Context: an optimization exercise on an open-source flow, tuned for a short achievable clock period. The choices shown serve that exercise and are no tape-out recipe.
Where RTL was checked, it was by simulation tests only, not by an equivalence proof against the original.
No functional check of the RTL was part of runs 1, 4 and 5.
Power and IR drop assume default switching activity.

<file path="flow/run.sh">
#!/bin/bash
# synth_recipe.tcl (not shown) runs the flow's synth.tcl, then flattens the netlist and writes it again
# the make line also repeats each setting of config.mk as NAME=value (left out here)
make -C /OpenROAD-flow-scripts/flow DESIGN_CONFIG=/design/flow/config.mk WORK_HOME=/design/flow/orfs CLKGATE_MAP_FILE= SYNTH_SCRIPT=/design/flow/synth_recipe.tcl finish
</file>
<file path="flow/config.mk">
export PLATFORM = sky130hd
export DESIGN_NAME = fsv
export DESIGN_NICKNAME = fsv
export VERILOG_FILES = /design/flow/design.v
export SDC_FILE = /design/flow/constraint.sdc
export NUM_CORES = 4
export LEC_CHECK = 0
export ABC_CLOCK_PERIOD_IN_PS = 2000
export CAP_MARGIN = 20
export CORE_MARGIN = 2
export CORE_UTILIZATION = 40
export PLACE_DENSITY = 0.6
export SETUP_SLACK_MARGIN = 4.6
export SLEW_MARGIN = 20
</file>
<file path="flow/constraint.sdc">
create_clock -name core_clock -period 7.0 [get_ports {clk}]
set_input_delay 1.4000 -clock core_clock [delete_from_list [all_inputs] [get_ports {clk}]]
set_output_delay 1.4000 -clock core_clock [all_outputs]
set_load 0.01 [all_outputs]
</file>
<file path="flow/design.v">
module fsv (
    input  wire         clk,
    input  wire         rst,         
    input  wire         op_valid,
    input  wire [11:0]  op_word,
    output reg  [7:0]   acc,
    output wire [151:0] fb,
    output reg  [4:0]   len,
    output reg          ovf,
    output reg          valid,
    output reg  [7:0]   cmd,
    output reg  [7:0]   tid0,
    output reg  [7:0]   tid1,
    output reg  [15:0]  pm25,
    output reg  [15:0]  pm10,
    output reg  [7:0]   fwy,
    output reg  [7:0]   fwm,
    output reg  [7:0]   fwd,
    output reg  [7:0]   rid0,
    output reg  [7:0]   rid1,
    output reg          pmw,
    output reg          fww,
    output reg          idw,
    output reg  [2:0]   err,
    output reg          fatal
);
    localparam [7:0] HEADER    = 8'hAA;
    localparam [7:0] TAIL      = 8'hAB;
    localparam [7:0] TYPE_CMD  = 8'hB4;
    localparam [7:0] TYPE_ACK  = 8'hC5;
    localparam [7:0] TYPE_DATA = 8'hC0;
    localparam [2:0] E_OK        = 3'd0;
    localparam [2:0] E_INVPARAM  = 3'd1;
    localparam [2:0] E_MALFORMED = 3'd3;
    localparam [2:0] E_ILLEGAL   = 3'd4;
    localparam [2:0] E_OVERFLOW  = 3'd5;
    localparam [2:0] E_RESCMD    = 3'd6;
    function [7:0] sel8;
        input       s;
        input [7:0] a;
        input [7:0] b;
        sel8 = ({8{s}} & a) | ({8{~s}} & b);
    endfunction
    reg  [151:0] fb_q;
    wire [7:0]   fbuf [0:18];
    genvar gi;
    generate
        for (gi = 0; gi < 19; gi = gi + 1) begin : g_fb_bytes
            assign fbuf[gi] = fb_q[8*gi +: 8];
        end
    endgenerate
    assign fb = fb_q;
    reg  [19:0] lo;           
    reg  [7:0]  acc_n;        
    reg  [7:0]  cmd_n;        
    reg  [7:0]  tid0_n;       
    reg  [7:0]  tid1_n;       
    reg  [7:0]  s_all, q, p, snap2, d8, d17;
    reg         rok, cok;     
    wire [7:0] acc_i  = ~acc_n;
    wire [7:0] cmd_i  = ~cmd_n;
    wire [7:0] tid0_i = ~tid0_n;
    wire [7:0] tid1_i = ~tid1_n;
    wire [3:0] opc = op_word[11:8];
    wire [7:0] imm = op_word[7:0];
    wire       iz  = (imm == 8'h00);
    wire d_csclr  = op_valid && (opc == 4'h1) && iz;
    wire d_csadd  = op_valid && (opc == 4'h2);
    wire d_fclr   = op_valid && (opc == 4'h3) && iz;
    wire d_push   = op_valid && (opc == 4'h4);
    wire d_vcmd   = op_valid && (opc == 4'h5) && iz;
    wire d_vrpl   = op_valid && (opc == 4'h6) && iz;
    wire d_setcmd = op_valid && (opc == 4'h7);
    wire d_setid0 = op_valid && (opc == 4'h8);
    wire d_setid1 = op_valid && (opc == 4'h9);
    wire d_bcmd   = op_valid && (opc == 4'hA) && iz;
    wire d_decpm  = op_valid && (opc == 4'hB) && iz;
    wire d_decfw  = op_valid && (opc == 4'hC) && iz;
    wire d_decid  = op_valid && (opc == 4'hD) && iz;
    wire imm_tail = (imm == TAIL);
    wire full      = lo[19];
    wire len_le12  = |lo[12:0];
    wire cmd_legal = (cmd_i == 8'h02) || (cmd_i == 8'h04) || (cmd_i == 8'h05) ||
                     (cmd_i == 8'h06) || (cmd_i == 8'h07) || (cmd_i == 8'h08);
    wire bok       = cmd_legal && len_le12;
    wire [11:0] gt;
    generate
        for (gi = 0; gi < 12; gi = gi + 1) begin : g_gt
            assign gt[gi] = ~|lo[gi:0];
        end
    endgenerate
    wire pre9  = lo[9] && (fbuf[0] == HEADER) &&
                 ((fbuf[1] == TYPE_ACK) || (fbuf[1] == TYPE_DATA)) &&
                 (d8 == fbuf[8]);
    wire pre18 = lo[18] && (fbuf[0] == HEADER) && (fbuf[1] == TYPE_CMD) &&
                 (d17 == fbuf[17]);
    wire [7:0] cs = p + q;
    reg  [7:0] frame [0:18];
    integer i;
    always @(*) begin
        frame[0] = HEADER;
        frame[1] = TYPE_CMD;
        frame[2] = cmd_i;
        for (i = 0; i < 12; i = i + 1)
            frame[3 + i] = gt[i] ? fbuf[i] : 8'h00;
        frame[15] = tid0_i;
        frame[16] = tid1_i;
        frame[17] = cs;
        frame[18] = TAIL;
    end
    reg [4:0] len_inc;
    always @(*) begin
        len_inc = 5'd0;
        for (i = 0; i < 19; i = i + 1)
            if (lo[i]) len_inc = len_inc | (i + 1);
    end
    wire b_ok   = d_bcmd && bok;
    wire p_ok   = d_push && !full;
    wire rok_ok = d_decpm || d_decfw || d_decid;
    wire [7:0] acc_nx  = rst ? 8'h00 :
                         d_csclr ? 8'h00 :
                         sel8(d_csadd, acc_i + imm, acc_i);
    wire [4:0] len_nx  = (rst || d_fclr) ? 5'd0 :
                         p_ok ? len_inc :
                         b_ok ? 5'd19 : len;
    wire [19:0] lo_nx  = (rst || d_fclr) ? 20'd1 :
                         p_ok ? {lo[18:0], 1'b0} :
                         b_ok ? (20'd1 << 19) : lo;
    wire [7:0] cmd_nx  = rst ? 8'h00 : sel8(d_setcmd, imm, cmd_i);
    wire [7:0] tid0_nx = rst ? 8'hFF : sel8(d_setid0, imm, tid0_i);
    wire [7:0] tid1_nx = rst ? 8'hFF : sel8(d_setid1, imm, tid1_i);
    wire [7:0] s_add   = s_all + imm;
    wire [7:0] s_all_nx = (rst || d_fclr) ? 8'h00 : sel8(d_push, s_add, s_all);
    wire [7:0] q_nx    = rst ? 8'h00 :
                         d_fclr ? cmd_i :
                         d_push ? q + imm :
                         sel8(d_setcmd, s_add, q);
    wire [7:0] p_nx    = rst ? 8'hFE :
                         d_setid0 ? tid1_i + imm :
                         sel8(d_setid1, tid0_i + imm, p);
    always @(posedge clk) begin
        acc    <= acc_nx;
        acc_n  <= ~acc_nx;
        len    <= len_nx;
        lo     <= lo_nx;
        cmd    <= cmd_nx;
        cmd_n  <= ~cmd_nx;
        tid0   <= tid0_nx;
        tid0_n <= ~tid0_nx;
        tid1   <= tid1_nx;
        tid1_n <= ~tid1_nx;
        s_all  <= s_all_nx;
        q      <= q_nx;
        p      <= p_nx;
        snap2  <= sel8(lo[2], s_all, snap2);
        d8     <= sel8(lo[8], s_all - snap2, d8);
        d17    <= sel8(lo[17], s_all - snap2, d17);
        ovf    <= !rst && !d_fclr && ((d_push && full) || ovf);
        rok    <= !rst && (d_push ? (pre9 && imm_tail) :
                           (d_fclr || b_ok) ? 1'b0 : rok);
        cok    <= !rst && (d_push ? (pre18 && imm_tail) :
                           d_fclr ? 1'b0 : (b_ok || cok));
        valid  <= !rst && (d_vcmd ? cok : d_vrpl ? rok : valid);
        pm25   <= rst ? 16'h0000 :
                  (d_decpm && rok) ? {fbuf[3], fbuf[2]} : pm25;
        pm10   <= rst ? 16'h0000 :
                  (d_decpm && rok) ? {fbuf[5], fbuf[4]} : pm10;
        pmw    <= !rst && ((d_decpm && rok) || pmw);
        fwy    <= rst ? 8'h00 : sel8(d_decfw && rok, fbuf[3], fwy);
        fwm    <= rst ? 8'h00 : sel8(d_decfw && rok, fbuf[4], fwm);
        fwd    <= rst ? 8'h00 : sel8(d_decfw && rok, fbuf[5], fwd);
        fww    <= !rst && ((d_decfw && rok) || fww);
        rid0   <= rst ? 8'h00 : sel8((d_decfw || d_decid) && rok, fbuf[6], rid0);
        rid1   <= rst ? 8'h00 : sel8((d_decfw || d_decid) && rok, fbuf[7], rid1);
        idw    <= !rst && (((d_decfw || d_decid) && rok) || idw);
        fatal  <= 1'b0;
        if (rst)
            err <= E_OK;
        else if (op_valid) begin
            case (opc)
                4'h2, 4'h7, 4'h8, 4'h9: err <= E_OK;
                4'h1, 4'h3, 4'h5, 4'h6: err <= iz ? E_OK : E_ILLEGAL;
                4'h4: err <= full ? E_OVERFLOW : E_OK;
                4'hA: err <= !iz ? E_ILLEGAL :
                             !cmd_legal ? E_RESCMD :
                             !len_le12 ? E_INVPARAM : E_OK;
                4'hB, 4'hC, 4'hD: err <= !iz ? E_ILLEGAL :
                                         rok ? E_OK : E_MALFORMED;
                default: err <= E_ILLEGAL;
            endcase
        end
    end
    generate
        for (gi = 0; gi < 19; gi = gi + 1) begin : g_fb_cells
            always @(posedge clk)
                fb_q[8*gi +: 8] <= b_ok ? frame[gi] :
                                   sel8(d_push && lo[gi], imm, fb_q[8*gi +: 8]);
        end
    endgenerate
endmodule
</file>
==> reports/results.md, run 1 <==
- **status** complete, no violations
- **maximum operating frequency** 0.304 GHz
- **area of the mapped netlist** 16,500 sq um
- **tightest hold margin** 0.455 ns
- **net switching power** 1.13 mW
- **post-route design area** 25,000 sq um
- **Die ar.** 42,900 sq um
- **first-pass GRT wire length** 94,100 microns
- **overflow left after global routing** 0
- **sequential share of power** 47.9%
- **number of clock sinks** 371
- **Max FO, Critical Path** 6
- **number of iterations in the first detailed-routing pass** 7
- **power density over cell area** 190 nW/um^2
- **most used flip-flop cell after synthesis** sky130_fd_sc_hd__dfxtp_1
- **CTS tree** done
- **total of fill cells in the finished design** 3,357
- **switching share of total power** 23.8%
- **instance count of the mapped netlist** 1,632
- **number of buffers created by CTS** 41
- **pin count of the biggest net entering global routing** 85
- **share of power burned in combinational logic** 8.1%
- **Power Total** 4.75 mW
- **clock tree root driver cell** sky130_fd_sc_hd__clkbuf_16
- **height of the chip** 207 microns
- **Hold Violations, Final** 0
- **detailed router's first-iteration violation count** 1,387
- **final antenna diode count** 0
- **I/O pin count** 285
- **die width** 207 microns
- **standard cell core area** 40,800 sq um
- **clock insertion delay at the later pin of the skew report** 0.57 ns
- **area of placed instances** 20,200 sq um
- **count of nets after finishing** 2,213
- **number of non-filler instances in the completed layout** 2,706
- **final total negative setup slack** 0 ns
- **category of the critical setup timing path** in -> reg
- **via count** 15,300
- **proportion of power drawn by the clock network** 43.9%
- **final number of setup-violating endpoints** 0
- **number of levels in the clock H-tree** 2
- **async set-reset flop share out of synthesis** 0%
- **Routability Congestion** 0.808
- **internal power contribution** 3.62 mW
- **number of different library cells in the post-synthesis netlist** 71
- **placed instance count** 2,357
- **Final Slew Violations** 0
- **Routed wire per std cell** 24.3 microns
- **syn_nets** 1,703
- **via count of the first global-routing pass** 14,400
- **setup skew after layout** 0.0140 ns
- **pre-CTS setup slack** 2.09 ns
- **starting density of the core** 40.4%
- **Finished Core Util** 61.1%
- **Synthesis Warnings** 2
- **smallest setup slack after layout** 3.71 ns
- **number of max-cap violations** 0
- **# DRC** 0
- **Critical Path Sink Type** flip-flop
- **Longest Clk Path Bufs** 3
- **period utilization** 47.0%
- **Buffers on Ports** 283
- **unrepaired setup endpoints after global routing** yes
- **combined global-route utilization of all metal layers** 29.0%
- **Min Clock Period, post-route** 3.29 ns
- **area growth from synthesis to layout** 51.1%
- **static leakage power** 10.1 nW
- **critical path required time** 7.43 ns
- **worst slew pin tran** 1.34 ns
- **worst-case headroom to the max-slew limit** 9.58%
- **data arrival time at the worst-slack endpoint** 3.73 ns
- **class of the worst hold path** reg -> reg
- **number of antenna violations at the first check in global routing** 1
- **Detail Route Antenna Nets** 0
- **sort of element at the start of the critical path** input pin
- **share of synthesized area occupied by flip-flops and latches** 54.2%
- **DP Wirelength** 38,200 microns
- **number of vias per cell after detailed routing** 5.64
- **routed wire length** 65,600 microns
- **Clock Pin Slew Worst Setup and Hold Paths** 0.06 ns
- **Avg Cell Area, Syn** 10.1 sq um
- **number of enable-type register cells in the synthesized netlist** 152
- **post-synthesis sequential element count** 371
- **fraction of layout cells with a size suffix above 1** 44.0%
- **count of standard-cell rows** 74
- **worst-case vdd ir drop** 0.182 mV
-- cell type report --
type | count | area [sq um] | share of cell area [%]
Tap cell | 532 | 666 | 2.67
Clock inverter | 14 | 145 | 0.582
Timing Repair Buffer | 555 | 5260 | 21.1
Clock buffer | 61 | 1120 | 4.49
Sequential cell | 371 | 9130 | 36.6
Multi-Input combinational cell | 1110 | 8390 | 33.6
Inverter | 63 | 249 | 0.998
-- repair_timing --
| action | CTS | global route |
|---|---|---|
| pin swaps | 58 | 57 |
| resized for setup | 1583 | 188 |
| setup buffers | 168 | 72 |
| hold endpoints to repair | 0 | 0 |
| endpoints found under the setup margin | 744 | 710 |
| cloned | 25 | 9 |
| hold buffers | 0 | 0 |
-- cells in the mapped netlist, drive strengths merged, types with 13 or more instances --
cell / instances / share of area [%]
nor2: 88 / 2.0
nor2b: 32 / 1.2
xor2: 21 / 1.1
a21oi: 129 / 3.9
buf: 32 / 0.93
ha: 49 / 3.7
nor4: 13 / 0.86
inv: 63 / 1.4
nand3: 36 / 1.1
a32o: 25 / 1.5
mux2i: 32 / 1.9
o21ai: 64 / 1.9
a211o: 15 / 0.80
nor3: 32 / 1.1
a22o: 65 / 3.4
xnor2: 30 / 1.6
dfxtp: 219 / 27
clkbuf: 78 / 1.8
nand2b: 28 / 1.1
edfxtp: 152 / 28
nand2: 260 / 5.9
a211oi: 15 / 0.68
-- routing by layer --
metal	vias to the layer above	part of all wire [%]	routed length, microns	track usage [%]
li1	6909	-	-	-
met1	7444	39	25600	36.2
met2	713	48	31400	48.3
met3	189	7.5	4900	5.72
met4	0	5.7	3720	13.6
met5	-	0	0	0
-- worst paths after layout --
path | startpoint | end | slack [ns] | depth (start not counted)
max | op_word[1] | flip-flop | 3.71 | 15
min reg2reg | idw | idw | 0.46 | 2
max reg2reg | cmd_n[0] | flip-flop | 3.85 | 10
min | idw | idw | 0.46 | 2
-- placed cells by master (no fill, tap or decap), types with 22 or more instances in the layout --
master,synthesis,final
sky130_fd_sc_hd__nand2_1,260,236
sky130_fd_sc_hd__buf_4,3,188
sky130_fd_sc_hd__buf_6,1,185
sky130_fd_sc_hd__edfxtp_1,152,152
sky130_fd_sc_hd__buf_2,12,127
sky130_fd_sc_hd__dfxtp_2,0,123
sky130_fd_sc_hd__a21oi_1,129,106
sky130_fd_sc_hd__dfxtp_1,219,88
sky130_fd_sc_hd__nor2_1,85,72
sky130_fd_sc_hd__a22o_1,65,65
sky130_fd_sc_hd__inv_1,63,60
sky130_fd_sc_hd__clkbuf_16,0,42
sky130_fd_sc_hd__mux2i_1,32,32
sky130_fd_sc_hd__ha_1,49,32
sky130_fd_sc_hd__nand3_1,36,29
sky130_fd_sc_hd__nor2b_1,32,28
sky130_fd_sc_hd__nand2b_1,28,27
sky130_fd_sc_hd__xnor2_1,30,27
sky130_fd_sc_hd__buf_12,0,27
sky130_fd_sc_hd__a32o_1,25,25
sky130_fd_sc_hd__o21ai_2,0,23
sky130_fd_sc_hd__nor3_1,29,23
sky130_fd_sc_hd__nand2_8,0,22
-- logic make-up after synthesis --
family	count (synthesis)	share of synthesized area, %
compound gates	391	16.2
xor+xnor	51	2.71
fa+ha+maj	56	4.56
buf+inv	173	4.14
flops	371	54.2
mux	32	1.94
other cells	1	0.0227
simple gates	557	16.2
-- power groups by stage --
| stage | logic, mW | registers [mW] | clock network [mW] |
|---|---|---|---|
| 2_1_floorplan | 0.165 | 2.33 | 0 |
| 3_3_place_gp | 0.275 | 2.33 | 0 |
| 3_5_place_dp | 0.279 | 2.33 | 0 |
| 4_1_cts | 0.350 | 2.28 | 2.10 |
| 5_1_grt | 0.407 | 2.28 | 2.19 |
| 6_report | 0.386 | 2.28 | 2.09 |
-- worst max-delay path, cell delays in order --
cell and delay (ns):
sky130_fd_sc_hd__buf_6 0.09, sky130_fd_sc_hd__buf_12 0.11, sky130_fd_sc_hd__or4_4 0.55, sky130_fd_sc_hd__nor4_4 0.22, sky130_fd_sc_hd__buf_4 0.17, sky130_fd_sc_hd__buf_6 0.08, sky130_fd_sc_hd__buf_6 0.08, sky130_fd_sc_hd__buf_6 0.08
sky130_fd_sc_hd__buf_6 0.08, sky130_fd_sc_hd__buf_6 0.08, sky130_fd_sc_hd__buf_6 0.08, sky130_fd_sc_hd__buf_6 0.12, sky130_fd_sc_hd__and3_4 0.27, sky130_fd_sc_hd__buf_12 0.14, sky130_fd_sc_hd__a32o_1 0.16
==> run 2: changes to the inputs <==
--- a/flow/design.v
+++ b/flow/design.v
@@ -192,9 +192,17 @@
     end
     generate
         for (gi = 0; gi < 19; gi = gi + 1) begin : g_fb_cells
+            wire occ = ~|lo[gi:0];            
+            wire [7:0] held;
+            if (gi < 12) begin : g_low
+                assign held = sel8(b_ok, frame[gi], fb_q[8*gi +: 8]);
+            end else begin : g_high
+                assign held = fb_q[8*gi +: 8];
+            end
             always @(posedge clk)
-                fb_q[8*gi +: 8] <= b_ok ? frame[gi] :
-                                   sel8(d_push && lo[gi], imm, fb_q[8*gi +: 8]);
+                fb_q[8*gi +: 8] <= rst ? 8'h00 :
+                                   sel8(d_push && lo[gi], imm,
+                                        sel8(occ, held, frame[gi]));
         end
     endgenerate
 endmodule
==> reports/results.md, run 2 <==
- **combined global-route utilization of all metal layers** 35.5%
- **Routed wire per std cell** 27.6 microns
- **setup skew after layout** 0.0423 ns
- **placed instance count** 2,663
- **number of clock sinks** 371
- **category of the critical setup timing path** in -> reg
- **number of max-cap violations** 0
- **Hold Violations, Final** 0
- **number of non-filler instances in the completed layout** 3,174
- **cell family contributing the most delay on the critical path** simple AND/OR/NAND/NOR gates
- **unrepaired setup endpoints after global routing** yes
- **Worst path depth** 10
- **top-count cell post-synth** sky130_fd_sc_hd__dfxtp_1
- **sort of element at the start of the critical path** input pin
- **most used flip-flop cell after synthesis** sky130_fd_sc_hd__dfxtp_1
- **Most Frequent Cell on Critical Path** sky130_fd_sc_hd__buf_12
- **most common library cell in the layout ignoring fill and taps** sky130_fd_sc_hd__buf_6
- **detailed router's first-iteration violation count** 2,252
- **status** complete, no violations
- **number of vias per cell after detailed routing** 6.18
- **Longest Clk Path Bufs** 3
- **number of levels in the clock H-tree** 2
- **standard cell core area** 41,900 sq um
- **area of placed instances** 21,300 sq um
- **share of synthesized area occupied by flip-flops and latches** 45.3%
- **power density over cell area** 170 nW/um^2
- **cell with the biggest individual delay on the critical path** sky130_fd_sc_hd__nor4_4
- **post-synthesis sequential element count** 371
- **count of nets after finishing** 2,679
- **syn_nets** 2,034
- **Power Total** 5.20 mW
- **worst stage delay on the critical path** 0.39 ns
- **I/O pin count** 285
- **worst slew pin tran** 1.25 ns
- **number of antenna violations at the first check in global routing** 2
- **number of different library cells in the post-synthesis netlist** 78
- **Finished Core Util** 72.9%
- **Buffers on Ports** 283
- **worst reg2reg setup slack** 4.18 ns
- **CTS tree** done
- **area growth from synthesis to layout** 80.5%
- **cell type contributing the most total cell area after synthesis** sky130_fd_sc_hd__dfxtp_1
- **routed wire length** 87,500 microns
- **starting density of the core** 40.4%
- **clock insertion delay at the later pin of the skew report** 0.60 ns
- **worst-case headroom to the max-slew limit** 16.5%
- **Die ar.** 43,900 sq um
- **cell breakdown of the critical path** buf_12, nor4_4, and3_4, buf_12, nand3_4, buf_12, o21ai_4, buf_6, nor2_1, a311oi_1
- **number of iterations in the first detailed-routing pass** 7
- **Min Clock Period, post-route** 2.95 ns
- **cell count of the worst hold path** 2
- **area of the mapped netlist** 16,900 sq um
- **Avg Cell Area, Syn** 8.61 sq um
- **Critical Path Sink Type** flip-flop
- **first-pass GRT wire length** 117,000 microns
- **most area-consuming cells after synthesis** sky130_fd_sc_hd__dfxtp_1, sky130_fd_sc_hd__nor2_1, sky130_fd_sc_hd__nand2_1, sky130_fd_sc_hd__a21oi_1, sky130_fd_sc_hd__edfxtp_1
- **DP Wirelength** 42,300 microns
- **clock tree root driver cell** sky130_fd_sc_hd__clkbuf_16
- **async set-reset flop share out of synthesis** 0%
- **Routability Congestion** 0.854
- **instance count of the mapped netlist** 1,963
- **depth of the worst register-to-register path** 8
- **Detail Route Antenna Nets** 0
- **# DRC** 0
- **worst-case vdd ir drop** 0.138 mV
- **commonest non-fill, non-tap cells in the layout** sky130_fd_sc_hd__buf_6, sky130_fd_sc_hd__buf_4, sky130_fd_sc_hd__nor2_1
- **number of buffers and inverters on the critical path** 4
- **Synthesis Warnings** 2
- **height of the chip** 210 microns
- **via count** 19,600
- **Final Slew Violations** 0
- **number of enable-type register cells in the synthesized netlist** 24
- **via count of the first global-routing pass** 17,900
- **class of the worst hold path** reg -> reg
- **fraction of layout cells with a size suffix above 1** 60.5%
- **Max FO, Critical Path** 6
- **Clock Pin Slew Worst Setup and Hold Paths** 0.06 ns
- **hold-fix buffer count after cts** 0
- **period utilization** 42.1%
- **maximum operating frequency** 0.339 GHz
- **area share of the largest cell type after synthesis** 41.1%
- **final total negative setup slack** 0 ns
- **die width** 210 microns
- **count of standard-cell rows** 75
- **post-route design area** 30,500 sq um
- **final number of setup-violating endpoints** 0
- **pin count of the biggest net entering global routing** 77
- **commonest cells in the synthesized netlist** sky130_fd_sc_hd__dfxtp_1, sky130_fd_sc_hd__nor2_1, sky130_fd_sc_hd__nand2_1
- **data arrival time at the worst-slack endpoint** 3.41 ns
- **critical path required time** 7.46 ns
- **number of buffers created by CTS** 42
- **overflow left after global routing** 0
- **static leakage power** 13.0 nW
[run 2: cell count changes after synthesis, sizes merged, moves of 24 or more]
cell	change
a211oi	+61
a21oi	+28
a22o	-65
a31oi	+30
a32o	-25
a32oi	+26
and3	+24
clkbuf	+48
dfxtp	+128
edfxtp	-128
nand2	-35
nand3	+36
nor2	+178
[run 2: layer usage]
metal	track usage [%]	share of wire [%]	wire, microns	up-vias
li1	-	-	-	8331
met3	8.33	12	10300	416
met1	46.8	37	32800	9483
met5	0	0.015	13	-
met4	16.5	6.6	5750	2
met2	55.3	44	38700	1391
[run 2: worst paths after layout]
path | startpoint | end
worst min register to register | idw | idw
worst max register to register | lo[7] | flip-flop
worst max-delay path | op_word[4] | flip-flop
worst min-delay path | idw | idw
[run 2: final cells by class]
type	instances	area [sq um]
antenna	1	2.50
clock buffer	57	1180
clock inverter	13	249
fill	2713	11300
inverter	68	275
multi-input combinational	1393	11700
sequential	371	8250
tap	539	674
timing repair buffer	732	8220
[run 2: tightest hold or removal path: cells and delay by family, from the launching register on]
family / cells / cell delay [ns]
compound gates: 1 / 0.04
buf+inv: 1 / 0.06
flops: 1 / 0.32
[run 2: cell families after synthesis]
logic type	after synthesis	synth area share, %
and+or+nand+nor	750	20.1
AOI/OAI and AO/OA	485	20.2
DFF	371	45.3
buffers and inverters	213	5.05
xor gates and xnor gates	57	3.03
adders and majority gates	56	4.45
muxes	30	1.78
other	1	0.0222
[run 2: stage by stage]
step	hold WS [ns]	setup slack, ns
after floorplan	0.435	4.06
after global routing	0.480	4.04
after global placement	0.439	2.16
after detailed placement	0.444	2.03
final	0.457	4.05
after CTS	0.454	4.23
[run 2: where the power goes]
group	total, mW	internal (mW)	switching, mW
Sequential	2.18	2.14	0.0409
Clock	2.38	1.43	0.943
Combinational	0.644	0.300	0.344
Total	5.20	3.87	1.33
[run 2: repair_timing]
item	CTS	global route
setup endpoints to repair	616	564
buffers inserted	292	96
gates resized for setup	2045	311
cloned	41	11
pin swaps	219	197
==> run 3: changes to the inputs <==
--- a/flow/config.mk
+++ b/flow/config.mk
@@ -8,7 +8,9 @@
 export ABC_CLOCK_PERIOD_IN_PS = 2000
 export CAP_MARGIN = 20
 export CORE_MARGIN = 2
-export CORE_UTILIZATION = 40
-export PLACE_DENSITY = 0.6
+export CORE_UTILIZATION = 55
+export CTS_CLUSTER_DIAMETER = 100
+export CTS_CLUSTER_SIZE = 40
+export PLACE_DENSITY = 0.7
 export SETUP_SLACK_MARGIN = 4.6
 export SLEW_MARGIN = 20
==> reports/results.md, run 3 <==
- **status** did not finish
- **Halt Stage** global routing
- **Err** [ERROR GRT-0232] Routing congestion too high. Check the congestion heatmap in the GUI.
- **pin count of the biggest net entering global routing** 83
- **Synthesis Warnings** 2
- **Longest Clk Path Bufs** 3
- **most used flip-flop cell after synthesis** sky130_fd_sc_hd__dfxtp_1
- **combined global-route utilization of all metal layers** 98.0%
- **Avg Cell Area, Syn** 8.61 sq um
- **DP Wirelength** 37,900 microns
- **worst-slack endpoint at the end of global-route timing repair** _3404_/D
- **Buffers on Ports** 283
- **top-count cell post-synth** sky130_fd_sc_hd__dfxtp_1
- **clock tree root driver cell** sky130_fd_sc_hd__clkbuf_16
- **I/O pin count** 285
- **number of buffers created by CTS** 14
- **portion of netlist area occupied by mux cells** 1.78%
- **async set-reset flop share out of synthesis** 0%
- **most area-consuming cells after synthesis** sky130_fd_sc_hd__dfxtp_1, sky130_fd_sc_hd__nor2_1, sky130_fd_sc_hd__nand2_1, sky130_fd_sc_hd__a21oi_1, sky130_fd_sc_hd__edfxtp_1
- **xor and xnor area share after synthesis** 3.03%
- **post-synthesis share of cell area spent on full adders, half adders and majority gates** 4.45%
- **compound-cell area share of the yosys netlist** 20.2%
- **height of the chip** 179 microns
- **type of the worst endpoint after the last repair** register data pin
- **post-synthesis sequential element count** 371
- **share of synthesized area occupied by flip-flops and latches** 45.3%
- **pre-CTS setup slack** 2.53 ns
- **number of different library cells in the post-synthesis netlist** 78
- **Routability Congestion** 0.859
- **simple-gate share of the synthesized area** 20.1%
- **starting density of the core** 55.6%
- **number of enable-type register cells in the synthesized netlist** 24
- **die width** 179 microns
- **cell type contributing the most total cell area after synthesis** sky130_fd_sc_hd__dfxtp_1
- **area of the mapped netlist** 16,900 sq um
- **instance count of the mapped netlist** 1,963
- **count of standard-cell rows** 64
- **number of clock sinks** 371
- **commonest cells in the synthesized netlist** sky130_fd_sc_hd__dfxtp_1, sky130_fd_sc_hd__nor2_1, sky130_fd_sc_hd__nand2_1
- **overflow left after global routing** 1,881
- **largest family of logic cells by synthesized area** compound AO/OA/AOI/OAI gates
- **number of levels in the clock H-tree** 1
- **syn_nets** 2,034
- **area share of the largest cell type after synthesis** 41.1%
run 3: worst min-delay path by stage:
stage	depth (start not counted)	start	endpoint	slack, ns
2_1_floorplan	1	acc_n[5]	acc[5]	0.44
3_3_place_gp	2	flip-flop	flip-flop	0.44
4_1_cts	2	flip-flop	flip-flop	0.46
3_5_place_dp	2	flip-flop	flip-flop	0.44
run 3: cells by family after synthesis:
kind of cell | after synthesis
AND/OR/NAND/NOR | 750
AO/OA/AOI/OAI | 485
flip-flops | 371
buffers and inverters | 213
XOR/XNOR | 57
adder cells (fa/ha/maj) | 56
multiplexers | 30
other | 1
run 3: stage by stage:
step	cell area (sq um)	std cells	util, %
2_1_floorplan	18800	1963	-
3_3_place_gp	21100	2524	69.4
3_5_place_dp	21100	2524	69.4
4_1_cts	26300	2858	86.5
run 3: power groups by stage:
stage / clock [mW] / combinational [mW] / sequential (mW)
after floorplan: 0 / 0.243 / 2.25
after global placement: 0 / 0.378 / 2.25
after detailed placement: 0 / 0.386 / 2.25
after CTS: 1.15 / 0.546 / 2.18
run 3: per-layer routing:
metal / GRT usage, % / GRT overflow
met2: 119 / 1297
met4: 113 / 489
met5: 59.1 / 3
met3: 81.1 / 57
met1: 88.6 / 35
run 3: what timing repair did:
action	CTS
buffers inserted	276
setup endpoints to repair	616
gates cloned	36
gates resized for setup	1935
hold buffers	0
pin swaps	156
hold endpoints to repair	0
==> run 4: changes to the inputs <==
--- a/flow/design.v
+++ b/flow/design.v
@@ -63,20 +63,15 @@
     wire [7:0] tid1_i = ~tid1_n;
     wire [3:0] opc = op_word[11:8];
     wire [7:0] imm = op_word[7:0];
-    wire       iz  = (imm == 8'h00);
-    wire d_csclr  = op_valid && (opc == 4'h1) && iz;
-    wire d_csadd  = op_valid && (opc == 4'h2);
-    wire d_fclr   = op_valid && (opc == 4'h3) && iz;
-    wire d_push   = op_valid && (opc == 4'h4);
-    wire d_vcmd   = op_valid && (opc == 4'h5) && iz;
-    wire d_vrpl   = op_valid && (opc == 4'h6) && iz;
-    wire d_setcmd = op_valid && (opc == 4'h7);
-    wire d_setid0 = op_valid && (opc == 4'h8);
-    wire d_setid1 = op_valid && (opc == 4'h9);
-    wire d_bcmd   = op_valid && (opc == 4'hA) && iz;
-    wire d_decpm  = op_valid && (opc == 4'hB) && iz;
-    wire d_decfw  = op_valid && (opc == 4'hC) && iz;
-    wire d_decid  = op_valid && (opc == 4'hD) && iz;
+    wire d_csclr, d_csadd, d_fclr, d_push, d_vcmd, d_vrpl, d_setcmd,
+         d_setid0, d_setid1, d_bcmd, d_decpm, d_decfw, d_decid, d_ill;
+    fsv_dec u_dec (
+        .op_valid(op_valid), .op_word(op_word),
+        .csclr(d_csclr), .csadd(d_csadd), .fclr(d_fclr), .push(d_push),
+        .vcmd(d_vcmd), .vrpl(d_vrpl), .setcmd(d_setcmd), .setid0(d_setid0),
+        .setid1(d_setid1), .bcmd(d_bcmd), .decpm(d_decpm), .decfw(d_decfw),
+        .decid(d_decid), .ill(d_ill)
+    );
     wire imm_tail = (imm == TAIL);
     wire full      = lo[19];
     wire len_le12  = |lo[12:0];
@@ -176,19 +171,16 @@
         fatal  <= 1'b0;
         if (rst)
             err <= E_OK;
-        else if (op_valid) begin
-            case (opc)
-                4'h2, 4'h7, 4'h8, 4'h9: err <= E_OK;
-                4'h1, 4'h3, 4'h5, 4'h6: err <= iz ? E_OK : E_ILLEGAL;
-                4'h4: err <= full ? E_OVERFLOW : E_OK;
-                4'hA: err <= !iz ? E_ILLEGAL :
-                             !cmd_legal ? E_RESCMD :
-                             !len_le12 ? E_INVPARAM : E_OK;
-                4'hB, 4'hC, 4'hD: err <= !iz ? E_ILLEGAL :
-                                         rok ? E_OK : E_MALFORMED;
-                default: err <= E_ILLEGAL;
-            endcase
-        end
+        else if (d_ill)
+            err <= E_ILLEGAL;
+        else if (d_push)
+            err <= full ? E_OVERFLOW : E_OK;
+        else if (d_bcmd)
+            err <= !cmd_legal ? E_RESCMD : !len_le12 ? E_INVPARAM : E_OK;
+        else if (d_decpm || d_decfw || d_decid)
+            err <= rok ? E_OK : E_MALFORMED;
+        else if (op_valid)
+            err <= E_OK;
     end
     generate
         for (gi = 0; gi < 19; gi = gi + 1) begin : g_fb_cells
@@ -206,3 +198,30 @@
         end
     endgenerate
 endmodule
+module fsv_dec (
+    input  wire        op_valid,
+    input  wire [11:0] op_word,
+    output wire        csclr, csadd, fclr, push, vcmd, vrpl, setcmd,
+    output wire        setid0, setid1, bcmd, decpm, decfw, decid,
+    output wire        ill        
+);
+    wire [3:0] opc = op_word[11:8];
+    wire       iz  = (op_word[7:0] == 8'h00);
+    assign csclr  = op_valid && (opc == 4'h1) && iz;
+    assign csadd  = op_valid && (opc == 4'h2);
+    assign fclr   = op_valid && (opc == 4'h3) && iz;
+    assign push   = op_valid && (opc == 4'h4);
+    assign vcmd   = op_valid && (opc == 4'h5) && iz;
+    assign vrpl   = op_valid && (opc == 4'h6) && iz;
+    assign setcmd = op_valid && (opc == 4'h7);
+    assign setid0 = op_valid && (opc == 4'h8);
+    assign setid1 = op_valid && (opc == 4'h9);
+    assign bcmd   = op_valid && (opc == 4'hA) && iz;
+    assign decpm  = op_valid && (opc == 4'hB) && iz;
+    assign decfw  = op_valid && (opc == 4'hC) && iz;
+    assign decid  = op_valid && (opc == 4'hD) && iz;
+    wire zop = (opc == 4'h1) || (opc == 4'h3) || (opc == 4'h5) || (opc == 4'h6) ||
+               (opc == 4'hA) || (opc == 4'hB) || (opc == 4'hC) || (opc == 4'hD);
+    assign ill = op_valid && ((zop && !iz) || (opc == 4'h0) ||
+                              (opc == 4'hE) || (opc == 4'hF));
+endmodule
--- a/flow/config.mk
+++ b/flow/config.mk
@@ -8,9 +8,7 @@
 export ABC_CLOCK_PERIOD_IN_PS = 2000
 export CAP_MARGIN = 20
 export CORE_MARGIN = 2
-export CORE_UTILIZATION = 55
-export CTS_CLUSTER_DIAMETER = 100
-export CTS_CLUSTER_SIZE = 40
-export PLACE_DENSITY = 0.7
+export CORE_UTILIZATION = 40
+export PLACE_DENSITY = 0.6
 export SETUP_SLACK_MARGIN = 4.6
 export SLEW_MARGIN = 20
==> reports/results.md, run 4 <==
- **number of clock sinks** 371
- **most used flip-flop cell after synthesis** sky130_fd_sc_hd__dfxtp_1
- **clock insertion delay at the later pin of the skew report** 0.58 ns
- **proportion of power drawn by the clock network** 45.5%
- **placed instance count** 2,690
- **standard cell core area** 41,000 sq um
- **area of the mapped netlist** 16,700 sq um
- **cell breakdown of the critical path** buf_12, buf_12, buf_12, ha_4, inv_4, fa_2, nor2b_4, nor3_4, o21ai_2, a21oi_2, xnor2_2, buf_4, nand2_1, a21oi_2
- **cell type contributing the most total cell area after synthesis** sky130_fd_sc_hd__dfxtp_1
- **die width** 208 microns
- **fraction of layout cells with a size suffix above 1** 55.2%
- **final number of setup-violating endpoints** 0
- **instance count of the mapped netlist** 1,993
- **DP Wirelength** 40,900 microns
- **depth of the worst register-to-register path** 10
- **via count of the first global-routing pass** 16,700
- **number of iterations in the first detailed-routing pass** 6
- **number of different library cells in the post-synthesis netlist** 74
- **data arrival time at the worst-slack endpoint** 3.39 ns
- **Buffers on Ports** 283
- **worst-case vdd ir drop** 0.149 mV
- **Routed wire per std cell** 25.0 microns
- **number of antenna violations at the first check in global routing** 0
- **async set-reset flop share out of synthesis** 0%
- **Synthesis Warnings** 2
- **Longest Clk Path Bufs** 3
- **combined global-route utilization of all metal layers** 32.6%
- **worst slew pin tran** 1.33 ns
- **critical register-to-register path startpoint** cmd_n[3]
- **share of power burned in combinational logic** 11.1%
- **Worst Setup SP** op_word[0]
- **cell count of the worst hold path** 2
- **area growth from synthesis to layout** 69.7%
- **via count** 18,500
- **syn_nets** 2,064
- **Critical Path Sink Type** flip-flop
- **share of synthesized area occupied by flip-flops and latches** 45.9%
- **post-synthesis sequential element count** 371
- **sequential share of power** 43.5%
- **height of the chip** 208 microns
- **category of the critical setup timing path** in -> reg
- **detailed router's first-iteration violation count** 1,859
- **net switching power** 1.29 mW
- **overflow left after global routing** 0
- **clock tree root driver cell** sky130_fd_sc_hd__clkbuf_16
- **most area-consuming cells after synthesis** sky130_fd_sc_hd__dfxtp_1, sky130_fd_sc_hd__a21oi_1, sky130_fd_sc_hd__nor2_1, sky130_fd_sc_hd__nand2_1, sky130_fd_sc_hd__edfxtp_1
- **number of non-filler instances in the completed layout** 3,106
- **worst-case headroom to the max-slew limit** 11.0%
- **number of buffers and inverters on the critical path** 5
- **first-pass GRT wire length** 107,000 microns
- **top-count cell post-synth** sky130_fd_sc_hd__dfxtp_1
- **worst reg2reg setup slack** 4.18 ns
- **switching share of total power** 25.8%
- **Worst path depth** 14
- **pre-CTS setup slack** 2.34 ns
- **commonest non-fill, non-tap cells in the layout** sky130_fd_sc_hd__buf_6, sky130_fd_sc_hd__buf_4, sky130_fd_sc_hd__nor2_1
- **number of max-cap violations** 0
- **Most Frequent Cell on Critical Path** sky130_fd_sc_hd__buf_12
- **final antenna diode count** 0
- **Detail Route Antenna Nets** 0
- **Min Clock Period, post-route** 2.88 ns
- **class of the worst hold path** reg -> reg
- **Clock Pin Slew Worst Setup and Hold Paths** 0.06 ns
- **routed wire length** 77,700 microns
- **number of buffers created by CTS** 41
- **internal power contribution** 3.71 mW
- **static leakage power** 11.5 nW
- **most common library cell in the layout ignoring fill and taps** sky130_fd_sc_hd__buf_6
- **area share of the largest cell type after synthesis** 41.6%
- **Avg Cell Area, Syn** 8.38 sq um
- **I/O pin count** 285
- **cell with the biggest individual delay on the critical path** sky130_fd_sc_hd__fa_2
- **area of placed instances** 20,300 sq um
- **power density over cell area** 176 nW/um^2
- **Hold Violations, Final** 0
- **commonest cells in the synthesized netlist** sky130_fd_sc_hd__dfxtp_1, sky130_fd_sc_hd__nor2_1, sky130_fd_sc_hd__nand2_1
- **Die ar.** 43,400 sq um
- **starting density of the core** 40.7%
- **count of nets after finishing** 2,613
- **count of standard-cell rows** 74
- **tightest hold margin** 0.457 ns
- **pin count of the biggest net entering global routing** 130
- **number of enable-type register cells in the synthesized netlist** 24
- **CTS tree** done
- **post-route design area** 28,300 sq um
- **final total negative setup slack** 0 ns
- **period utilization** 41.2%
- **Routability Congestion** 0.871
- **sort of element at the start of the critical path** input pin
- **cell family contributing the most delay on the critical path** adder cells
- **maximum operating frequency** 0.347 GHz
- **critical path required time** 7.51 ns
- **unrepaired setup endpoints after global routing** yes
- **setup skew after layout** 0.0204 ns
- **worst stage delay on the critical path** 0.42 ns
- **hold-fix buffer count after cts** 0
- **Final Slew Violations** 0
- **status** complete, no violations
- **Max FO, Critical Path** 5
- **smallest setup slack after layout** 4.12 ns
- **number of levels in the clock H-tree** 2
- **# DRC** 0
- **number of vias per cell after detailed routing** 5.95
## run 4: cell types whose count changed after synthesis, sizes merged, moves of 9 or more
| cell | change |
|---|---|
| nand2 | +21 |
| mux2i | -23 |
| a21oi | +75 |
| nand2b | +21 |
| a32oi | +12 |
| a311oi | -14 |
| and3 | -15 |
| a31oi | -10 |
| a211oi | -18 |
| and2 | -13 |
| o21ai | -15 |
| o221a | -9 |
| a222oi | -16 |
## run 4: cells by family after synthesis
kind of cell	count (synthesis)	synth area share, %
AOI/OAI and AO/OA	527	20.9
xor gates and xnor gates	56	2.94
other	1	0.0225
buffers and inverters	217	5.12
muxes	6	0.360
DFF	371	45.9
and+or+nand+nor	758	20.2
adders and majority gates	57	4.57
## run 4: timing repair
action	4_1_cts	5_1_grt
pin swaps	138	187
gates resized for setup	2016	373
endpoints found under the setup margin	616	594
gates cloned	24	12
setup buffers	232	73
## run 4: tightest hold or removal path: stages, from the launching register on
cell and delay (ns):
sky130_fd_sc_hd__dfxtp_2 0.32, sky130_fd_sc_hd__nand2_1 0.05, sky130_fd_sc_hd__a21oi_1 0.05
## run 4: cell type report
| class | instances | area (sq um) |
|---|---|---|
| fill | 2936 | 12700 |
| multi-input combinational | 1424 | 11000 |
| sequential | 371 | 8210 |
| timing repair buffer | 629 | 6810 |
| clock buffer | 52 | 1150 |
| tap | 532 | 666 |
| inverter | 75 | 292 |
| clock inverter | 23 | 260 |
## run 4: worst min-delay path by stage
stage,startpoint,end,slack [ns]
2_1_floorplan,flip-flop,flip-flop,0.44
3_3_place_gp,pm25[13],pm25[13],0.44
3_5_place_dp,pm10[0],pm10[0],0.44
4_1_cts,pm10[11],pm10[11],0.46
5_1_grt,flip-flop,flip-flop,0.48
6_report,pm25[5],pm25[5],0.46
## run 4: metal layers
layer	global-route usage (%)	share of wire [%]	vias up	wire length [microns]
met5	0	0	-	0
met4	14.2	5.7	0	4400
met3	7.15	11	279	8260
met2	51.4	44	1144	34500
met1	42.8	39	8923	30500
li1	-	-	8143	-
## run 4: power groups by stage
stage	clock (mW)	sequential (mW)	combinational, mW
global placement	0	2.24	0.346
floorplan	0	2.24	0.206
detailed placement	0	2.24	0.352
CTS	2.28	2.17	0.489
global route	2.38	2.17	0.574
finish	2.27	2.17	0.553
## run 4: stage by stage
step / power (mW) / util, %
2_1_floorplan: 2.45 / -
3_3_place_gp: 2.59 / 49.6
3_5_place_dp: 2.59 / 49.6
4_1_cts: 4.94 / 63.5
5_1_grt: 5.12 / 69.1
6_report: 5.00 / 69.1
==> run 5: changes to the inputs <==
--- a/flow/config.mk
+++ b/flow/config.mk
@@ -12,3 +12,4 @@
 export PLACE_DENSITY = 0.6
 export SETUP_SLACK_MARGIN = 4.6
 export SLEW_MARGIN = 20
+export SYNTH_HIERARCHICAL = 1
==> reports/results.md, run 5 <==
- **cell family contributing the most delay on the critical path** simple AND/OR/NAND/NOR gates
- **clock tree root driver cell** sky130_fd_sc_hd__clkbuf_16
- **tightest hold margin** 0.460 ns
- **pin count of the biggest net entering global routing** 116
- **cell breakdown of the critical path** buf_12, nor4_4, nand2_2, nor4_4, inv_2, a211o_4, buf_12, o21ai_4, buf_12, mux2i_1, nor2_1
- **cell with the biggest individual delay on the critical path** sky130_fd_sc_hd__a211o_4
- **number of levels in the clock H-tree** 2
- **count of standard-cell rows** 75
- **syn_nets** 2,030
- **power density over cell area** 179 nW/um^2
- **number of iterations in the first detailed-routing pass** 7
- **# DRC** 0
- **number of buffers and inverters on the critical path** 4
- **Power Total** 5.04 mW
- **area of the mapped netlist** 16,900 sq um
- **I/O pin count** 285
- **overflow left after global routing** 0
- **via count of the first global-routing pass** 16,600
- **area growth from synthesis to layout** 66.9%
- **async set-reset flop share out of synthesis** 0%
- **fraction of layout cells with a size suffix above 1** 53.2%
- **detailed router's first-iteration violation count** 1,479
- **status** complete, no violations
- **class of the worst hold path** reg -> reg
- **Max FO, Critical Path** 9
- **combined global-route utilization of all metal layers** 30.4%
- **most common library cell in the layout ignoring fill and taps** sky130_fd_sc_hd__buf_6
- **number of enable-type register cells in the synthesized netlist** 24
- **Min Clock Period, post-route** 3.05 ns
- **commonest cells in the synthesized netlist** sky130_fd_sc_hd__dfxtp_1, sky130_fd_sc_hd__nand2_1, sky130_fd_sc_hd__nor2_1
- **met2 wire length** 35,100 microns
- **starting density of the core** 40.4%
- **Die ar.** 43,900 sq um
- **Synthesis Warnings** 8
- **DP Wirelength** 39,900 microns
- **worst reg2reg setup slack** 4.23 ns
- **top routing layer in use** met4
- **worst-case vdd ir drop** 0.167 mV
- **period utilization** 43.6%
- **final total negative setup slack** 0 ns
- **routed wire length** 72,900 microns
- **total of fill cells in the finished design** 3,182
- **met1 wire length** 29,600 microns
- **worst stage delay on the critical path** 0.36 ns
- **via count** 17,900
- **Hold Violations, Final** 0
- **area share of the largest cell type after synthesis** 41.2%
- **clock insertion delay at the later pin of the skew report** 0.58 ns
- **number of max-cap violations** 0
- **category of the critical setup timing path** in -> reg
- **most used flip-flop cell after synthesis** sky130_fd_sc_hd__dfxtp_1
- **Avg Cell Area, Syn** 8.62 sq um
- **Critical Path Sink Type** flip-flop
- **number of buffers created by CTS** 42
- **first-pass GRT wire length** 102,000 microns
- **post-synthesis sequential element count** 371
- **share of synthesized area occupied by flip-flops and latches** 45.4%
- **routed length on met3** 5360 microns
- **CTS tree** done
- **number of different library cells in the post-synthesis netlist** 78
- **final number of setup-violating endpoints** 0
- **Most Frequent Cell on Critical Path** sky130_fd_sc_hd__buf_12
- **Detail Route Antenna Nets** 0
- **hold-fix buffer count after cts** 0
- **commonest non-fill, non-tap cells in the layout** sky130_fd_sc_hd__buf_6, sky130_fd_sc_hd__buf_4, sky130_fd_sc_hd__nand2_1
- **maximum operating frequency** 0.328 GHz
- **Final Slew Violations** 0
- **height of the chip** 209 microns
- **standard cell core area** 41,800 sq um
- **setup skew after layout** 0.0217 ns
- **static leakage power** 11.4 nW
- **number of clock sinks** 371
- **worst-case headroom to the max-slew limit** 42.3%
- **number of vias per cell after detailed routing** 5.77
- **sort of element at the start of the critical path** input pin
- **worst slew pin tran** 0.864 ns
- **Longest Clk Path Bufs** 3
- **die width** 209 microns
- **top-count cell post-synth** sky130_fd_sc_hd__dfxtp_1
- **critical path required time** 7.44 ns
- **data arrival time at the worst-slack endpoint** 3.49 ns
- **instance count of the mapped netlist** 1,959
- **Routability Congestion** 0.870
- **count of nets after finishing** 2,593
- **unrepaired setup endpoints after global routing** yes
- **Buffers on Ports** 283
- **Clock Pin Slew Worst Setup and Hold Paths** 0.06 ns
- **Routed wire per std cell** 23.5 microns
- **most area-consuming cells after synthesis** sky130_fd_sc_hd__dfxtp_1, sky130_fd_sc_hd__nand2_1, sky130_fd_sc_hd__a21oi_1, sky130_fd_sc_hd__nor2_1, sky130_fd_sc_hd__edfxtp_1
- **cell type contributing the most total cell area after synthesis** sky130_fd_sc_hd__dfxtp_1
- **number of antenna violations at the first check in global routing** 0
## run 5: cell count changes in the layout (fill, tap and decap cells not counted), moves of 19 or more
| cell | before | now |
|---|---|---|
| sky130_fd_sc_hd__a21oi_2 | 89 | 24 |
| sky130_fd_sc_hd__nor2_2 | 40 | 18 |
| sky130_fd_sc_hd__nand2_2 | 32 | 56 |
| sky130_fd_sc_hd__a22oi_1 | 19 | 49 |
| sky130_fd_sc_hd__a211oi_2 | 38 | 57 |
| sky130_fd_sc_hd__a32oi_1 | 35 | 1 |
| sky130_fd_sc_hd__nand3_1 | 50 | 24 |
| sky130_fd_sc_hd__mux2i_1 | 6 | 25 |
| sky130_fd_sc_hd__nor2_1 | 195 | 146 |
## run 5: what timing repair did
item	CTS	global route
resized for setup	1908	247
endpoints found under the setup margin	616	579
cloned	20	11
pin swaps	112	124
buffers inserted	242	82
## run 5: path summary, 6_finish.rpt
check	startpoint	to	cells past startpoint
worst min-delay path	flip-flop	flip-flop	2
worst max-delay path	op_word[1]	flip-flop	11
worst max register to register	lo[2]	flip-flop	10
worst min register to register	flip-flop	flip-flop	2
## run 5: layout make-up
type	count	area, sq um	area share, %
repair buffers	638	6680	23.7
well taps	539	674	2.39
diodes	1	2.50	0.00888
multi-input cells	1386	10900	38.7
clock inverters	24	264	0.937
inverters	83	323	1.15
clock buffers	54	1170	4.14
flip-flops and latches	371	8160	29.0
## run 5: cell families (layout without fill, tap and decap cells)
logic type / after synthesis / count (layout) / share of synthesized area, %
adder cells (fa/ha/maj): 56 / 56 / 4.46
multiplexers: 26 / 26 / 1.55
AND/OR/NAND/NOR: 714 / 732 / 20.1
flip-flops: 371 / 371 / 45.4
XOR/XNOR: 55 / 55 / 2.85
AO/OA/AOI/OAI: 514 / 516 / 20.3
other: 1 / 2 / 0.0222
buffers and inverters: 222 / 799 / 5.27
## run 5: power breakdown
| group | internal (mW) | switching (mW) |
|---|---|---|
| clock network | 1.37 | 0.956 |
| registers | 2.15 | 0.0392 |
| logic | 0.243 | 0.291 |
| total | 3.76 | 1.29 |
## run 5: per-stage QoR
stage | cells | setup slack (ns) | cell area, sq um | utilization, %
after floorplan | 1959 | 3.78 | 18300 | -
after global placement | 2660 | 2.21 | 20900 | 50.1
after detailed placement | 2661 | 2.43 | 20900 | 50.2
after CTS | 3001 | 3.92 | 26200 | 62.7
after global routing | 3095 | 3.87 | 28200 | 67.5
final | 3096 | 3.95 | 28200 | 67.5
## run 5: layer usage
layer | vias up | GRT usage [%]
met3 | 158 | 5.22
met1 | 8822 | 39.6
met4 | 0 | 11.7
met2 | 780 | 50.6
met5 | - | 0
li1 | 8103 | -
## run 5: tightest hold or removal path, cell delays in order, from the launching register on
cell                      delay [ns]
sky130_fd_sc_hd__dfxtp_2        0.32
sky130_fd_sc_hd__nand2_1        0.05
sky130_fd_sc_hd__a21oi_1        0.05
## run 5: per-module statistics from Yosys (local to each module, per instance)
module,flops+latches,cells
fsv_dec,0,36
fsv,371,1923
==> run 6: changes to the inputs <==
--- a/flow/design.v
+++ b/flow/design.v
@@ -41,6 +41,11 @@
         input [7:0] b;
         sel8 = ({8{s}} & a) | ({8{~s}} & b);
     endfunction
+    function legal_cmd;
+        input [7:0] c;
+        legal_cmd = (c == 8'h02) || (c == 8'h04) || (c == 8'h05) ||
+                    (c == 8'h06) || (c == 8'h07) || (c == 8'h08);
+    endfunction
     reg  [151:0] fb_q;
     wire [7:0]   fbuf [0:18];
     genvar gi;
@@ -51,11 +56,14 @@
     endgenerate
     assign fb = fb_q;
     reg  [19:0] lo;           
+    reg  [18:0] th;           
+    reg         cl;           
+    reg         bok;          
     reg  [7:0]  acc_n;        
     reg  [7:0]  cmd_n;        
     reg  [7:0]  tid0_n;       
     reg  [7:0]  tid1_n;       
-    reg  [7:0]  s_all, q, p, snap2, d8, d17;
+    reg  [7:0]  s_all, snap2, d8, d17;
     reg         rok, cok;     
     wire [7:0] acc_i  = ~acc_n;
     wire [7:0] cmd_i  = ~cmd_n;
@@ -72,24 +80,15 @@
         .setid1(d_setid1), .bcmd(d_bcmd), .decpm(d_decpm), .decfw(d_decfw),
         .decid(d_decid), .ill(d_ill)
     );
-    wire imm_tail = (imm == TAIL);
-    wire full      = lo[19];
-    wire len_le12  = |lo[12:0];
-    wire cmd_legal = (cmd_i == 8'h02) || (cmd_i == 8'h04) || (cmd_i == 8'h05) ||
-                     (cmd_i == 8'h06) || (cmd_i == 8'h07) || (cmd_i == 8'h08);
-    wire bok       = cmd_legal && len_le12;
-    wire [11:0] gt;
-    generate
-        for (gi = 0; gi < 12; gi = gi + 1) begin : g_gt
-            assign gt[gi] = ~|lo[gi:0];
-        end
-    endgenerate
+    wire imm_tail  = (imm == TAIL);
+    wire imm_legal = legal_cmd(imm);
+    wire full = lo[19];
     wire pre9  = lo[9] && (fbuf[0] == HEADER) &&
                  ((fbuf[1] == TYPE_ACK) || (fbuf[1] == TYPE_DATA)) &&
                  (d8 == fbuf[8]);
     wire pre18 = lo[18] && (fbuf[0] == HEADER) && (fbuf[1] == TYPE_CMD) &&
                  (d17 == fbuf[17]);
-    wire [7:0] cs = p + q;
+    wire [7:0] cs = cmd_i + tid0_i + tid1_i + s_all;
     reg  [7:0] frame [0:18];
     integer i;
     always @(*) begin
@@ -97,7 +96,7 @@
         frame[1] = TYPE_CMD;
         frame[2] = cmd_i;
         for (i = 0; i < 12; i = i + 1)
-            frame[3 + i] = gt[i] ? fbuf[i] : 8'h00;
+            frame[3 + i] = th[i] ? fbuf[i] : 8'h00;
         frame[15] = tid0_i;
         frame[16] = tid1_i;
         frame[17] = cs;
@@ -111,33 +110,33 @@
     end
     wire b_ok   = d_bcmd && bok;
     wire p_ok   = d_push && !full;
-    wire rok_ok = d_decpm || d_decfw || d_decid;
+    wire clr    = rst || d_fclr;
     wire [7:0] acc_nx  = rst ? 8'h00 :
                          d_csclr ? 8'h00 :
                          sel8(d_csadd, acc_i + imm, acc_i);
-    wire [4:0] len_nx  = (rst || d_fclr) ? 5'd0 :
+    wire [4:0]  len_nx = clr ? 5'd0 :
                          p_ok ? len_inc :
                          b_ok ? 5'd19 : len;
-    wire [19:0] lo_nx  = (rst || d_fclr) ? 20'd1 :
+    wire [19:0] lo_nx  = clr ? 20'd1 :
                          p_ok ? {lo[18:0], 1'b0} :
                          b_ok ? (20'd1 << 19) : lo;
+    wire [18:0] th_nx  = clr ? 19'd0 :
+                         p_ok ? {th[17:0], 1'b1} :
+                         b_ok ? {19{1'b1}} : th;
+    wire le12_nx = clr ? 1'b1 : p_ok ? !th[11] : b_ok ? 1'b0 : !th[12];
+    wire cl_nx   = rst ? 1'b0 : d_setcmd ? imm_legal : cl;
     wire [7:0] cmd_nx  = rst ? 8'h00 : sel8(d_setcmd, imm, cmd_i);
     wire [7:0] tid0_nx = rst ? 8'hFF : sel8(d_setid0, imm, tid0_i);
     wire [7:0] tid1_nx = rst ? 8'hFF : sel8(d_setid1, imm, tid1_i);
-    wire [7:0] s_add   = s_all + imm;
-    wire [7:0] s_all_nx = (rst || d_fclr) ? 8'h00 : sel8(d_push, s_add, s_all);
-    wire [7:0] q_nx    = rst ? 8'h00 :
-                         d_fclr ? cmd_i :
-                         d_push ? q + imm :
-                         sel8(d_setcmd, s_add, q);
-    wire [7:0] p_nx    = rst ? 8'hFE :
-                         d_setid0 ? tid1_i + imm :
-                         sel8(d_setid1, tid0_i + imm, p);
+    wire [7:0] s_all_nx = clr ? 8'h00 : sel8(d_push, s_all + imm, s_all);
     always @(posedge clk) begin
         acc    <= acc_nx;
         acc_n  <= ~acc_nx;
         len    <= len_nx;
         lo     <= lo_nx;
+        th     <= th_nx;
+        cl     <= cl_nx;
+        bok    <= cl_nx && le12_nx;
         cmd    <= cmd_nx;
         cmd_n  <= ~cmd_nx;
         tid0   <= tid0_nx;
@@ -145,12 +144,10 @@
         tid1   <= tid1_nx;
         tid1_n <= ~tid1_nx;
         s_all  <= s_all_nx;
-        q      <= q_nx;
-        p      <= p_nx;
         snap2  <= sel8(lo[2], s_all, snap2);
         d8     <= sel8(lo[8], s_all - snap2, d8);
         d17    <= sel8(lo[17], s_all - snap2, d17);
-        ovf    <= !rst && !d_fclr && ((d_push && full) || ovf);
+        ovf    <= !clr && ((d_push && full) || ovf);
         rok    <= !rst && (d_push ? (pre9 && imm_tail) :
                            (d_fclr || b_ok) ? 1'b0 : rok);
         cok    <= !rst && (d_push ? (pre18 && imm_tail) :
@@ -176,7 +173,7 @@
         else if (d_push)
             err <= full ? E_OVERFLOW : E_OK;
         else if (d_bcmd)
-            err <= !cmd_legal ? E_RESCMD : !len_le12 ? E_INVPARAM : E_OK;
+            err <= !cl ? E_RESCMD : !bok ? E_INVPARAM : E_OK;
         else if (d_decpm || d_decfw || d_decid)
             err <= rok ? E_OK : E_MALFORMED;
         else if (op_valid)
@@ -184,7 +181,6 @@
     end
     generate
         for (gi = 0; gi < 19; gi = gi + 1) begin : g_fb_cells
-            wire occ = ~|lo[gi:0];            
             wire [7:0] held;
             if (gi < 12) begin : g_low
                 assign held = sel8(b_ok, frame[gi], fb_q[8*gi +: 8]);
@@ -194,7 +190,7 @@
             always @(posedge clk)
                 fb_q[8*gi +: 8] <= rst ? 8'h00 :
                                    sel8(d_push && lo[gi], imm,
-                                        sel8(occ, held, frame[gi]));
+                                        sel8(th[gi], held, frame[gi]));
         end
     endgenerate
 endmodule
--- a/flow/config.mk
+++ b/flow/config.mk
@@ -10,6 +10,5 @@
 export CORE_MARGIN = 2
 export CORE_UTILIZATION = 40
 export PLACE_DENSITY = 0.6
-export SETUP_SLACK_MARGIN = 4.6
+export SETUP_SLACK_MARGIN = 4.3
 export SLEW_MARGIN = 20
-export SYNTH_HIERARCHICAL = 1
==> reports/results.md, run 6 <==
- **power density over cell area** 199 nW/um^2
- **height of the chip** 206 microns
- **via count of the first global-routing pass** 14,800
- **fraction of layout cells with a size suffix above 1** 30.5%
- **top-count cell post-synth** sky130_fd_sc_hd__dfxtp_1
- **smallest setup slack after layout** 4.05 ns
- **setup skew after layout** 0.0181 ns
- **worst slew pin tran** 1.24 ns
- **pre-CTS setup slack** 2.23 ns
- **static leakage power** 10.2 nW
- **number of max-cap violations** 0
- **clock tree root driver cell** sky130_fd_sc_hd__clkbuf_16
- **detailed router's first-iteration violation count** 1,570
- **Synthesis Warnings** 2
- **final antenna diode count** 0
- **Longest Clk Path Bufs** 3
- **number of iterations in the first detailed-routing pass** 9
- **placed instance count** 2,589
- **number of non-filler instances in the completed layout** 2,791
- **Routed wire per std cell** 24.7 microns
- **status** complete, no violations
- **share of synthesized area occupied by flip-flops and latches** 47.7%
- **category of the critical setup timing path** in -> reg
- **Max FO, Critical Path** 8
- **number of clock sinks** 376
- **number of levels in the clock H-tree** 2
- **data arrival time at the worst-slack endpoint** 3.41 ns
- **Hold Violations, Final** 0
- **final total negative setup slack** 0 ns
- **overflow left after global routing** 0
- **routed wire length** 68,900 microns
- **number of vias per cell after detailed routing** 5.85
- **clock insertion delay at the later pin of the skew report** 0.58 ns
- **hold-fix buffer count after cts** 0
- **commonest cells in the synthesized netlist** sky130_fd_sc_hd__dfxtp_1, sky130_fd_sc_hd__nand2_1, sky130_fd_sc_hd__nor2_1
- **Routability Congestion** 0.843
- **unrepaired setup endpoints after global routing** yes
- **class of the worst hold path** reg -> reg
- **I/O pin count** 285
- **cell count of the worst hold path** 2
- **most used flip-flop cell after synthesis** sky130_fd_sc_hd__dfxtp_1
- **number of buffers created by CTS** 42
- **period utilization** 42.2%
- **Min Clock Period, post-route** 2.95 ns
- **combined global-route utilization of all metal layers** 30.1%
- **Buffers on Ports** 283
- **final number of setup-violating endpoints** 0
- **instance count of the mapped netlist** 1,925
- **Critical Path Sink Type** flip-flop
- **area of the mapped netlist** 16,300 sq um
- **# DRC** 0
- **sort of element at the start of the critical path** input pin
- **first-pass GRT wire length** 95,000 microns
- **area share of the largest cell type after synthesis** 43.3%
- **depth of the worst register-to-register path** 11
- **cell type contributing the most total cell area after synthesis** sky130_fd_sc_hd__dfxtp_1
- **Avg Cell Area, Syn** 8.46 sq um
- **most common library cell in the layout ignoring fill and taps** sky130_fd_sc_hd__dfxtp_1
- **CTS tree** done
- **worst-case vdd ir drop** 0.171 mV
- **number of different library cells in the post-synthesis netlist** 68
- **async set-reset flop share out of synthesis** 0%
- **syn_nets** 1,985
- **DP Wirelength** 38,000 microns
- **total of fill cells in the finished design** 3,433
- **pin count of the biggest net entering global routing** 193
- **critical path required time** 7.46 ns
- **worst-case headroom to the max-slew limit** 17.0%
- **maximum operating frequency** 0.338 GHz
- **Final Slew Violations** 0
- **worst hold path startpoint** pm10[11]
- **number of antenna violations at the first check in global routing** 3
- **area growth from synthesis to layout** 48.9%
- **tightest hold margin** 0.446 ns
- **critical register-to-register path startpoint** cmd_n[1]
- **count of nets after finishing** 2,300
- **commonest non-fill, non-tap cells in the layout** sky130_fd_sc_hd__dfxtp_1, sky130_fd_sc_hd__dlygate4sd2_1, sky130_fd_sc_hd__nand2_1
- **standard cell core area** 40,000 sq um
- **most area-consuming cells after synthesis** sky130_fd_sc_hd__dfxtp_1, sky130_fd_sc_hd__nand2_1, sky130_fd_sc_hd__nand3_1, sky130_fd_sc_hd__a21oi_1, sky130_fd_sc_hd__nor2_1
- **Detail Route Antenna Nets** 0
- **Worst Hold Endpoint** pm10[11]
- **count of standard-cell rows** 73
- **Die ar.** 42,300 sq um
- **number of enable-type register cells in the synthesized netlist** 24
- **post-synthesis sequential element count** 376
- **worst reg2reg setup slack** 4.10 ns
- **via count** 16,300
- **Power Total** 4.82 mW
- **starting density of the core** 40.7%
- **die width** 206 microns
- **Clock Pin Slew Worst Setup and Hold Paths** 0.07 ns
-- run 6: cell count changes in the layout (fill, tap and decap cells not counted), sizes merged, moves of 18 or more --
cell / previous run / this run
a22oi: 56 / 1
ha: 49 / 28
a211oi: 82 / 10
a221oi: 25 / 0
clkinv: 19 / 1
dlygate4sd2: 0 / 245
buf: 631 / 128
a21o: 28 / 8
and2: 29 / 9
nand3: 35 / 171
a311oi: 8 / 77
nand2: 260 / 294
nand2b: 48 / 10
clkdlybuf4s15: 0 / 22
-- run 6: layout make-up --
cell class | count | area (sq um) | area share (%)
clock buffer | 65 | 1270 | 5.23
clock inverter | 5 | 60.1 | 0.248
inverter | 90 | 352 | 1.45
multi-input combinational | 1316 | 9600 | 39.6
sequential | 376 | 8000 | 33.0
tap | 525 | 657 | 2.71
timing repair buffer | 414 | 4310 | 17.8
-- run 6: critical path, stage by stage --
cell,delay [ns]
sky130_fd_sc_hd__buf_12,0.10
sky130_fd_sc_hd__buf_12,0.12
sky130_fd_sc_hd__nor4_4,0.29
sky130_fd_sc_hd__buf_4,0.19
sky130_fd_sc_hd__nand3_4,0.08
sky130_fd_sc_hd__buf_6,0.14
sky130_fd_sc_hd__or2_4,0.30
sky130_fd_sc_hd__buf_12,0.18
sky130_fd_sc_hd__nand2_8,0.11
sky130_fd_sc_hd__nand3_2,0.11
sky130_fd_sc_hd__a311oi_2,0.36
-- run 6: logic make-up after synthesis --
group                    Yosys count  share of synthesized area (%)
buffers and inverters            249                           6.22
AND/OR/NAND/NOR                  810                           23.1
other                              1                         0.0230
adder cells (fa/ha/maj)           45                           4.24
XOR/XNOR                          42                           2.26
multiplexers                      13                          0.822
flip-flops                       376                           47.7
AO/OA/AOI/OAI                    389                           15.7
-- run 6: what timing repair did --
action / CTS / global route
buffers inserted: 61 / 35
pin swaps: 29 / 175
resized for setup: 581 / 365
endpoints found under the setup margin: 621 / 278
gates cloned: 21 / 15
-- run 6: per-layer routing --
metal,GRT usage (%),routed length (microns)
met5,0,13
met4,11.8,3090
met3,6.76,6530
met2,48.5,31600
met1,39.2,27600
-- run 6: power by group --
group          leakage [nW]  total (mW)  internal, mW  switching (mW)
logic                  6.40       0.402         0.171           0.230
clock network         0.649        2.19          1.28           0.910
registers              3.11        2.23          2.18          0.0522
-- run 6: worst max-delay path by stage --
stage                     from        end  slack [ns]  cells after the start
finish              op_word[5]  flip-flop        4.05                     11
global route         flip-flop  flip-flop        3.95                     12
CTS                  flip-flop  flip-flop        4.12                     12
detailed placement  op_word[5]     th[12]        2.23                      8
global placement    op_word[5]     th[12]        2.24                      8
floorplan           op_word[1]     acc[7]        4.02                      7
-- run 6: metrics by stage --
stage               utilization, %  cell area (sq um)
floorplan                        -              17000
global placement              49.3              19700
detailed placement            49.4              19800
CTS                           55.6              22200
global route                  60.6              24200
finish                        60.6              24200

-- static timing again, ports no longer ideal --
The flow's constraints put no driver on any port. The routed layouts listed below were extracted and timed again, unchanged, in two steps. Step 1 assumes that a clkbuf_16 drives the clock port and a buf_2 every other input. Step 2 also shifts input and output timing later by t, the mid clock arrival at the registers, as if the neighbouring blocks saw the same clock. Three values: ideal, step 1, step 2; two values: the first two.
run	t, ns	setup slack, ns	hold slack, ns	latest minus earliest clock arrival (ns)	slew at the worst register clock pin (ns)
run 1	0.622	3.709 / 3.730 / 3.108	0.455 / 0.455 / 0.455	0.014 / 0.014	0.06 / 0.06
run 2	0.635	4.052 / 4.066 / 3.431	0.457 / 0.457 / 0.457	0.042 / 0.043	0.07 / 0.07
run 4	0.636	4.119 / 4.113 / 3.477	0.457 / 0.457 / 0.457	0.022 / 0.022	0.07 / 0.07
run 5	0.632	3.950 / 3.964 / 3.332	0.460 / 0.460 / 0.460	0.024 / 0.024	0.07 / 0.07
run 6	0.622	4.046 / 4.053 / 3.431	0.446 / 0.446 / 0.446	0.020 / 0.020	0.07 / 0.07
After both steps every run listed still meets setup and hold. The setup slack of run 4, which loses most, moves by -0.006 ns with the drivers and by -0.642 ns with both steps.
